This is an optimization exercise on Yosys and OpenROAD, whose aim is a short achievable clock period and few clock cycles per item, not a production implementation. RTL that was checked went through simulation tests only; none was proved equivalent to the original. Power figures rest on the tool's default switching activity, not on a simulated workload.

==> inputs of 11-27 <==
Design tms1100_core, start of the top module:
module tms1100_core (
    input  wire        clk,
    input  wire        rst,         
    output wire [10:0] rom_addr,    
    input  wire [7:0]  rom_data,    
    input  wire [3:0]  k_in,        
    output wire [4:0]  o_out,       
    output wire [10:0] r_out,       
    output wire        retire       
);
make LEC_CHECK=0 CAP_MARGIN=20 CORE_MARGIN=2 CORE_UTILIZATION=40 SLEW_MARGIN=20 finish   # period 6.0 ns
run.sh (not shown) runs the stock make flow with config.mk's settings and CLKGATE_MAP_FILE= SYNTH_SCRIPT=/design/flow/synth_recipe.tcl, a recipe that flattens the netlist after the stock synthesis.
==> 06-25: changes against 11-27 <==
--- a/flow/design.v
+++ b/flow/design.v
@@ -4,57 +4,69 @@
     output wire [10:0] rom_addr,    
     input  wire [7:0]  rom_data,    
     input  wire [3:0]  k_in,        
     output wire [4:0]  o_out,       
     output wire [10:0] r_out,       
     output wire        retire       
 );
-    reg [10:0] fa;           
-    reg        dv;           
-    reg [3:0]  pa, pb;
-    reg [5:0]  pc;
-    reg [5:0]  sr;
-    reg        cl;
-    reg        ca, cb, cs;
-    reg [7:0]  ir;
-    reg        ev;
+    localparam ST_FETCH = 1'b0;
+    localparam ST_EXEC  = 1'b1;
+    reg        state;
     reg [1:0]  x;
     reg [3:0]  y;
     reg [3:0]  a;
     reg        s;
     reg        sl;
     reg [4:0]  o;
     reg [10:0] r;
+    reg [3:0]  pa, pb;
+    reg [5:0]  pc;
+    reg [5:0]  sr;
+    reg        cl;
+    reg        ca, cb, cs;
     reg [3:0]  ram [0:63];
-    assign rom_addr = fa;
+    assign rom_addr = {ca, pa, pc};
     assign o_out    = o;
     assign r_out    = r;
-    assign retire   = ev;
-    wire [7:0] op   = ir;
+    assign retire   = (state == ST_EXEC);
+    wire [7:0] op   = rom_data;
     wire [3:0] c4   = {op[0], op[1], op[2], op[3]};    
     wire [1:0] cx   = {op[1], op[2]};                  
     wire [1:0] bidx = {op[0], op[1]};                  
+    wire [5:0] t6   = op[5:0];
     wire [5:0] ram_addr = {x, y};
     wire [3:0] m        = ram[ram_addr];
+    wire [5:0] pc_inc   = pc + 6'd1;
     reg [1:0]  x_n;
     reg [3:0]  y_n, a_n;
     reg        s_n, sl_n;
     reg [4:0]  o_n;
     reg [10:0] r_n;
+    reg [3:0]  pa_n, pb_n;
+    reg [5:0]  pc_n, sr_n;
+    reg        cl_n, ca_n, cb_n, cs_n;
     reg        ram_we;
     reg [3:0]  ram_wd;
     reg [4:0]  sum;
     always @(*) begin
         x_n    = x;
         y_n    = y;
         a_n    = a;
-        s_n    = 1'b1;
+        s_n    = 1'b1;           
         sl_n   = sl;
         o_n    = o;
         r_n    = r;
+        pa_n   = pa;
+        pb_n   = pb;
+        pc_n   = pc_inc;         
+        sr_n   = sr;
+        cl_n   = cl;
+        ca_n   = ca;
+        cb_n   = cb;
+        cs_n   = cs;
         ram_we = 1'b0;
         ram_wd = 4'd0;
         sum    = 5'd0;
         casez (op)
             8'h00: s_n = (m != a);                                
             8'h01: begin                                          
                 sum = {1'b0, m} + {1'b0, ~a} + 5'd1;
@@ -88,17 +100,27 @@
                 sum = {1'b0, m} + 5'd15;
                 s_n = sum[4];
                 a_n = sum[3:0];
             end
             8'h08: a_n = k_in;                                    
             8'h09: x_n = x ^ 2'b10;                               
             8'h0A: o_n = {sl, a};                                 
+            8'h0B: cb_n = ~cb;                                    
             8'h0C: if (y <= 4'd10) r_n[y] = 1'b0;                 
             8'h0D: if (y <= 4'd10) r_n[y] = 1'b1;                 
             8'h0E: s_n = (k_in != 4'd0);                          
+            8'h0F: begin                                          
+                pa_n = pb;
+                if (cl) begin
+                    ca_n = cs;
+                    pc_n = sr;
+                    cl_n = 1'b0;
+                end
+            end
+            8'h1?: pb_n = c4;                                     
             8'h20: y_n = a;                                       
             8'h21: a_n = m;                                       
             8'h22: y_n = m;                                       
             8'h23: a_n = y;                                       
             8'h24: begin                                          
                 ram_we = 1'b1;
                 ram_wd = a;
@@ -162,124 +184,76 @@
             8'b0111_10??,
             8'b0111_110?,
             8'h7E: begin                                          
                 sum = {1'b0, a} + {1'b0, c4} + 5'd1;
                 s_n = sum[4];
                 a_n = sum[3:0];
             end
-            default: ;                                            
-        endcase
-    end
-    wire [7:0] dop    = rom_data;
-    wire       ls     = ev ? s_n : s;        
-    wire [5:0] pc_inc = pc + 6'd1;
-    reg [3:0]  pa_n, pb_n;
-    reg [5:0]  pc_n, sr_n;
-    reg        cl_n, ca_n, cb_n, cs_n;
-    reg        redir;
-    always @(*) begin
-        pa_n  = pa;
-        pb_n  = pb;
-        pc_n  = pc_inc;
-        sr_n  = sr;
-        cl_n  = cl;
-        ca_n  = ca;
-        cb_n  = cb;
-        cs_n  = cs;
-        redir = 1'b0;
-        casez (dop)
-            8'h0B: cb_n = ~cb;                                    
-            8'h0F: begin                                          
-                redir = 1'b1;
-                pa_n  = pb;
-                if (cl) begin
-                    ca_n = cs;
-                    pc_n = sr;
-                    cl_n = 1'b0;
-                end
-            end
-            8'h1?: pb_n = {dop[0], dop[1], dop[2], dop[3]};       
             8'b10??_????: begin                                   
-                if (ls) begin
-                    redir = 1'b1;
-                    ca_n  = cb;
-                    pc_n  = dop[5:0];
+                if (s) begin
+                    ca_n = cb;
+                    pc_n = t6;
                     if (!cl) pa_n = pb;
                 end
             end
-            8'b11??_????: begin                                   
-                if (ls) begin
-                    redir = 1'b1;
+            default: begin                                        
+                if (s) begin
                     if (!cl) begin
                         sr_n = pc_inc;
                         cs_n = ca;
                         pa_n = pb;
                         pb_n = pa;
                         cl_n = 1'b1;
                     end else begin
                         pb_n = pa;
                     end
                     ca_n = cb;
-                    pc_n = dop[5:0];
+                    pc_n = t6;
                 end
             end
-            default: ;
         endcase
     end
     integer i;
     always @(posedge clk) begin
         if (rst) begin
-            fa    <= 11'd0;
-            dv    <= 1'b0;
-            ev    <= 1'b0;
-            ir    <= 8'd0;
+            state <= ST_FETCH;
+            x     <= 2'd0;
+            y     <= 4'd0;
+            a     <= 4'd0;
+            s     <= 1'b1;
+            sl    <= 1'b0;
+            o     <= 5'd0;
+            r     <= 11'd0;
             pa    <= 4'd0;
             pb    <= 4'd0;
             pc    <= 6'd0;
             sr    <= 6'd0;
             cl    <= 1'b0;
             ca    <= 1'b0;
             cb    <= 1'b0;
             cs    <= 1'b0;
-            x     <= 2'd0;
-            y     <= 4'd0;
-            a     <= 4'd0;
-            s     <= 1'b1;
-            sl    <= 1'b0;
-            o     <= 5'd0;
-            r     <= 11'd0;
             for (i = 0; i < 64; i = i + 1)
                 ram[i] <= 4'hA;
+        end else if (state == ST_FETCH) begin
+            state <= ST_EXEC;
         end else begin
-            ev <= dv;
-            ir <= dop;
-            if (dv) begin
-                pa <= pa_n;
-                pb <= pb_n;
-                pc <= pc_n;
-                sr <= sr_n;
-                cl <= cl_n;
-                ca <= ca_n;
-                cb <= cb_n;
-                cs <= cs_n;
-            end
-            if (dv && redir) begin
-                fa <= {ca_n, pa_n, pc_n};
-                dv <= 1'b0;
-            end else begin
-                fa <= {fa[10:6], fa[5:0] + 6'd1};
-                dv <= 1'b1;
-            end
-            if (ev) begin
-                x  <= x_n;
-                y  <= y_n;
-                a  <= a_n;
-                s  <= s_n;
-                sl <= sl_n;
-                o  <= o_n;
-                r  <= r_n;
-                if (ram_we)
-                    ram[ram_addr] <= ram_wd;
-            end
+            state <= ST_FETCH;
+            x     <= x_n;
+            y     <= y_n;
+            a     <= a_n;
+            s     <= s_n;
+            sl    <= sl_n;
+            o     <= o_n;
+            r     <= r_n;
+            pa    <= pa_n;
+            pb    <= pb_n;
+            pc    <= pc_n;
+            sr    <= sr_n;
+            cl    <= cl_n;
+            ca    <= ca_n;
+            cb    <= cb_n;
+            cs    <= cs_n;
+            if (ram_we)
+                ram[ram_addr] <= ram_wd;
         end
     end
 endmodule
==> results.sh <==
export IMPL_setup_slack_ps=1010
export IMPL_fmax_mhz=201
export IMPL_outcome="complete, no violations"
export IMPL_grt_pass1_vias=12452
export IMPL_buffers_excl_clock=81
export IMPL_hpwl_um=32300
export IMPL_die_w_um=208
export IMPL_clock_skew_ps=32.3
export IMPL_setup_worst_path_start="y[2]$_SDFFE_PP0P_"
[end of results for 06-25]
==> results.sh <==
export IMPL_outcome="complete, no violations"
export IMPL_hpwl_um=35700
export IMPL_clock_skew_ps=32.6
export IMPL_buffers_excl_clock=101
export IMPL_setup_worst_path_start="y[0]$_SDFFE_PP0P_"
export IMPL_core_area_um2=42900
export IMPL_setup_slack_ps=598
export IMPL_fmax_mhz=185
export IMPL_grt_pass1_vias=13049
export IMPL_die_w_um=212
[end of results for 11-27]
Testbench counts of 11-27, summed over its fixed seeds: cycles 76,550, instructions 64,000.
Testbench counts of 06-25, summed over its fixed seeds: cycles 128,000, instructions 64,000.

* * *

==> job 1350 <==
tms1100_core, a different RTL version from the one above (not shown whole).
clock: 6.0 ns
lec_check: 0
abc_clock_period_in_ps: 2500
cap_margin: 20
core_margin: 2
core_utilization: 40
setup_slack_margin: 3.5
slew_margin: 20
==> inputs of job 2212, as changes to job 1350 <==
==> flow/config.mk (replaced) <==
export PLATFORM = sky130hd
export DESIGN_NAME = tms1100_core
export DESIGN_NICKNAME = tms1100_core
export VERILOG_FILES = /design/flow/design.v
export SDC_FILE = /design/flow/constraint.sdc
export NUM_CORES = 4
export LEC_CHECK = 0
export ABC_CLOCK_PERIOD_IN_PS = 2000
export CAP_MARGIN = 20
export CORE_MARGIN = 2
export CORE_UTILIZATION = 40
export SETUP_SLACK_MARGIN = 4.0
export SLEW_MARGIN = 20
==> inputs of job 8934, as changes to job 1350 <==
--- a/flow/design.v
+++ b/flow/design.v
@@ -10,17 +10,20 @@
 );
     reg        rst_q;
     reg [10:0] fa;           
     reg [10:0] fa_alt;       
     reg        dv;           
     reg [1:0]  x;
     reg [3:0]  y;
+    reg [3:0]  x_oh;         
+    reg [15:0] y_oh;         
     reg [7:0]  ir;
     reg        ev;           
     reg        e_stype;      
+    reg        e_sfl;        
     reg        e_sflag;      
     reg        pend;         
     reg [3:0]  mreg;         
     reg [5:0]  e_addr;       
     reg [3:0]  a;
     reg        s;
     reg        sl;
@@ -38,14 +41,19 @@
     assign retire   = ev;
     function [3:0] inc4(input [3:0] v);
         inc4 = {v[3] ^ (v[2] & v[1] & v[0]), v[2] ^ (v[1] & v[0]), v[1] ^ v[0], ~v[0]};
     endfunction
     function [3:0] dec4(input [3:0] v);
         dec4 = {v[3] ^ ~(v[2] | v[1] | v[0]), v[2] ^ ~(v[1] | v[0]), v[1] ^ ~v[0], ~v[0]};
     endfunction
+    function [15:0] oh16(input [3:0] v);
+        integer k;
+        for (k = 0; k < 16; k = k + 1)
+            oh16[k] = (v == k);
+    endfunction
     wire [7:0] op   = ir;
     wire [3:0] c4   = {op[0], op[1], op[2], op[3]};    
     wire [1:0] bidx = {op[0], op[1]};                  
     wire [3:0] m    = mreg;
     reg [3:0]  a_n;
     reg        s_n, sl_n;
     reg [4:0]  o_n;
@@ -89,15 +97,17 @@
                 a_n = sum[3:0];
             end
             8'h08: a_n = k_in;                                    
             8'h0A: o_n = {sl, a};                                 
             8'h0C: if (y <= 4'd10) r_n[y] = 1'b0;                 
             8'h0D: if (y <= 4'd10) r_n[y] = 1'b1;                 
             8'h0E: s_n = (k_in != 4'd0);                          
+            8'h20: ;                                              
             8'h21: a_n = m;                                       
+            8'h22: ;                                              
             8'h23: a_n = y;                                       
             8'h24: begin                                          
                 ram_we = 1'b1;
                 s_n    = e_sflag;
             end
             8'h25: begin                                          
                 ram_we = 1'b1;
@@ -205,51 +215,75 @@
     wire       taken_l  = pend & s;           
     wire       ntaken_l = pend & ~s;          
     wire       d_ok     = dv & ~taken_l;      
     wire       e_ldp    = ev & (ir[7:4] == 4'h1);
     wire       e_comc   = ev & (ir == 8'h0B);
     wire [3:0] pb_f     = e_ldp ? c4 : pb;
     wire       cb_f     = cb ^ e_comc;
-    wire [5:0] seq_w    = ntaken_l ? fa_alt[5:0] : fa[5:0];    
+    wire [10:0] seq_cur = ntaken_l ? fa_alt : fa;                
     wire [10:0] seq_nx  = ntaken_l ? fa_alt : {fa[10:6], fa[5:0] + 6'd1};
     wire [4:0] br_hi    = {cb_f, cl ? pa : pb_f};
-    wire [10:0] rt_addr = cl ? {cs, pb_f, sr} : {ca, pb_f, seq_w};
-    wire       br_go    = d_ok & (ev | s);    
+    wire [10:0] rt_addr = cl ? {cs, pb_f, sr} : {ca, pb_f, seq_cur[5:0]};
+    wire       ls_k     = ~ev | ~e_stype | e_sfl;
+    wire       br_go    = d_ok & (~ls_k | (ev ? (e_sfl ? e_sflag : 1'b1) : s));
     wire       d_br     = dop[7];
     wire       d_retn   = (dop == 8'h0F);
-    wire       d_pend   = dv & d_br & ev & e_stype;
+    wire       d_ty     = (dop[7:2] == 6'b001000) & ~dop[0];      
+    wire       d_pend   = d_ok & d_br & ~ls_k;
     wire d_stype = (dop[7:3] == 5'b00000 && dop[2:0] != 3'b011)      
                  | (dop == 8'h0E)                                    
                  | (dop == 8'h24) | (dop == 8'h25)                   
                  | (dop[7:3] == 5'b00111)                            
                  | (dop[7:4] == 4'h5)                                
                  | (dop[7:4] == 4'h7 && dop[3:0] != 4'hF);           
+    wire d_sfl   = (dop[7:6] == 2'b00) & (dop[4:1] == 4'b0010);      
     wire [5:0] d_addr = {x, y};
     wire       m_fwd  = ev & ram_we & (e_addr == d_addr);
-    wire [3:0] m_rd   = m_fwd ? ram_wd : ram[d_addr];
-    wire [3:0] a_fwd  = ev ? a_n : a;         
+    reg  [3:0] m_ram;
+    integer    xi, yi;
+    always @(*) begin
+        m_ram = 4'd0;
+        for (xi = 0; xi < 4; xi = xi + 1)
+            for (yi = 0; yi < 16; yi = yi + 1)
+                m_ram = m_ram | ({4{x_oh[xi] & y_oh[yi]}} & ram[xi * 16 + yi]);
+    end
+    wire [3:0] m_rd   = m_fwd ? ram_wd : m_ram;
     reg [1:0]  x_n;
+    reg [3:0]  x_oh_n;
     reg [3:0]  y_n;
+    reg [15:0] y_oh_n;
     reg        sflag_n;
     always @(*) begin
         x_n     = x;
+        x_oh_n  = x_oh;
         y_n     = y;
-        sflag_n = (y != 4'd0);
+        y_oh_n  = y_oh;
+        sflag_n = ~y_oh[0];
         casez (dop)
-            8'h04, 8'h24: y_n = dec4(y);                          
-            8'h05, 8'h25: begin                                   
+            8'h04, 8'h24: begin                                   
+                y_n    = dec4(y);
+                y_oh_n = {y_oh[0], y_oh[15:1]};
+            end
+            8'h05, 8'h25, 8'h6?: begin                            
                 y_n     = inc4(y);
-                sflag_n = (y == 4'd15);
+                y_oh_n  = {y_oh[14:0], y_oh[15]};
+                sflag_n = y_oh[15];
+            end
+            8'h09: begin                                          
+                x_n    = x ^ 2'b10;
+                x_oh_n = {x_oh[1:0], x_oh[3:2]};
+            end
+            8'b0010_1???: begin                                   
+                x_n    = {dop[1], dop[2]};
+                x_oh_n = {dop[1] & dop[2], dop[1] & ~dop[2], ~dop[1] & dop[2], ~dop[1] & ~dop[2]};
+            end
+            8'h4?: begin                                          
+                y_n    = {dop[0], dop[1], dop[2], dop[3]};
+                y_oh_n = oh16({dop[0], dop[1], dop[2], dop[3]});
             end
-            8'h09: x_n = x ^ 2'b10;                               
-            8'h20: y_n = a_fwd;                                   
-            8'h22: y_n = m_rd;                                    
-            8'b0010_1???: x_n = {dop[1], dop[2]};                 
-            8'h4?: y_n = {dop[0], dop[1], dop[2], dop[3]};        
-            8'h6?: y_n = inc4(y);                                 
             default: ;
         endcase
     end
     integer i;
     always @(posedge clk) begin
         rst_q <= rst;
         if (rst) begin
@@ -259,35 +293,41 @@
             pend <= 1'b0;
         end else begin
             ev   <= d_ok;
             pend <= d_pend;
             if (d_ok & ((d_br & br_go) | d_retn)) begin
                 fa <= (d_br & br_go) ? {br_hi, dop[5:0]} : rt_addr;
                 dv <= d_pend;
+            end else if (d_ok & d_ty) begin
+                fa <= seq_cur;
+                dv <= 1'b0;
             end else begin
                 fa <= seq_nx;
                 dv <= ~ntaken_l;
             end
         end
         fa_alt  <= {fa[10:6], fa[5:0] + 6'd1};
         ir      <= dop;
         e_stype <= d_stype;
+        e_sfl   <= d_sfl;
         e_sflag <= sflag_n;
         mreg    <= m_rd;
         e_addr  <= d_addr;
         if (rst) begin
             o <= 5'd0;
             r <= 11'd0;
         end else if (ev) begin
             o <= o_n;
             r <= r_n;
         end
         if (rst_q) begin
-            x  <= 2'd0;
-            y  <= 4'd0;
+            x    <= 2'd0;
+            y    <= 4'd0;
+            x_oh <= 4'b0001;
+            y_oh <= 16'd1;
             a  <= 4'd0;
             s  <= 1'b1;
             sl <= 1'b0;
             pa <= 4'd0;
             pb <= 4'd0;
             pc <= 6'd0;
             sr <= 6'd0;
@@ -295,16 +335,24 @@
             ca <= 1'b0;
             cb <= 1'b0;
             cs <= 1'b0;
             for (i = 0; i < 64; i = i + 1)
                 ram[i] <= 4'hA;
         end else begin
             if (d_ok) begin
-                x <= x_n;
-                y <= y_n;
+                x    <= x_n;
+                x_oh <= x_oh_n;
+                y    <= y_n;
+                y_oh <= y_oh_n;
+            end else if (ev & (ir == 8'h20)) begin               
+                y    <= a;
+                y_oh <= oh16(a);
+            end else if (ev & (ir == 8'h22)) begin               
+                y    <= mreg;
+                y_oh <= oh16(mreg);
             end
             if (ev) begin
                 a  <= a_n;
                 s  <= s_n;
                 sl <= sl_n;
                 pa <= pa_n;
                 pb <= pb_n;
==> flow/config.mk (replaced) <==
export PLATFORM = sky130hd
export DESIGN_NAME = tms1100_core
export DESIGN_NICKNAME = tms1100_core
export VERILOG_FILES = /design/flow/design.v
export SDC_FILE = /design/flow/constraint.sdc
export NUM_CORES = 4
export LEC_CHECK = 0
export ABC_CLOCK_PERIOD_IN_PS = 2000
export CAP_MARGIN = 20
export CORE_MARGIN = 2
export CORE_UTILIZATION = 40
export SETUP_SLACK_MARGIN = 4.0
export SLEW_MARGIN = 20
==> notes <==
Clock power: job 2212 is higher than job 8934 (about 2%).
Job 8934 finished clean. Job 1350 finished with timing, DRC and antenna clean. Job 2212 ran to the end with no violations.
Synthesized area: job 8934 is larger than job 2212 (about 2.8%).
Against job 8934, the via count of job 2212 is smaller by 13%.
Power, lowest first: job 1350, job 2212, job 8934.
Setup slack: job 8934 < job 1350 < job 2212.
Design area: job 8934 > job 2212 > job 1350.
Combinational power, lowest first: job 1350, job 2212, job 8934.
The lowest fmax belongs to job 8934, the highest to job 2212.
In job 1350 the critical path depth is lower than in job 2212, by 2.
In job 1350 the utilization is lower than in job 8934, by 11 points.
No functional check of the RTL was part of any run of this note.

[afterwards: timing with drivers on the ports]
Ports are ideal in the flow. The routed layouts listed here were re-timed in OpenROAD.
Step 1, drivers: a clkbuf_16 drives clk and a buf_2 each remaining input, both assumed.
Step 2 also shifts input and output timing later by t, the mid clock arrival at the registers, as if the neighbouring blocks saw the same clock.
Slacks: ideal / step 1 / step 2; pairs: ideal / step 1.
run	shift t [ns]	setup WS [ns]	latest minus earliest clock arrival (ns)
11-27	0.619	0.598 / 0.598 / 0.598	0.033 / 0.033
06-25	0.593	1.013 / 1.013 / 0.934	0.033 / 0.033
job 1350	0.611	3.435 / 3.435 / 2.938	0.018 / 0.018
job 2212	0.608	3.505 / 3.505 / 2.985	0.027 / 0.026
job 8934	0.631	3.416 / 3.416 / 3.074	0.026 / 0.027
After both steps every run listed still meets setup and hold. The setup slack of job 2212, which loses most, moves by 0.000 ns with the drivers and by -0.520 ns with both steps.
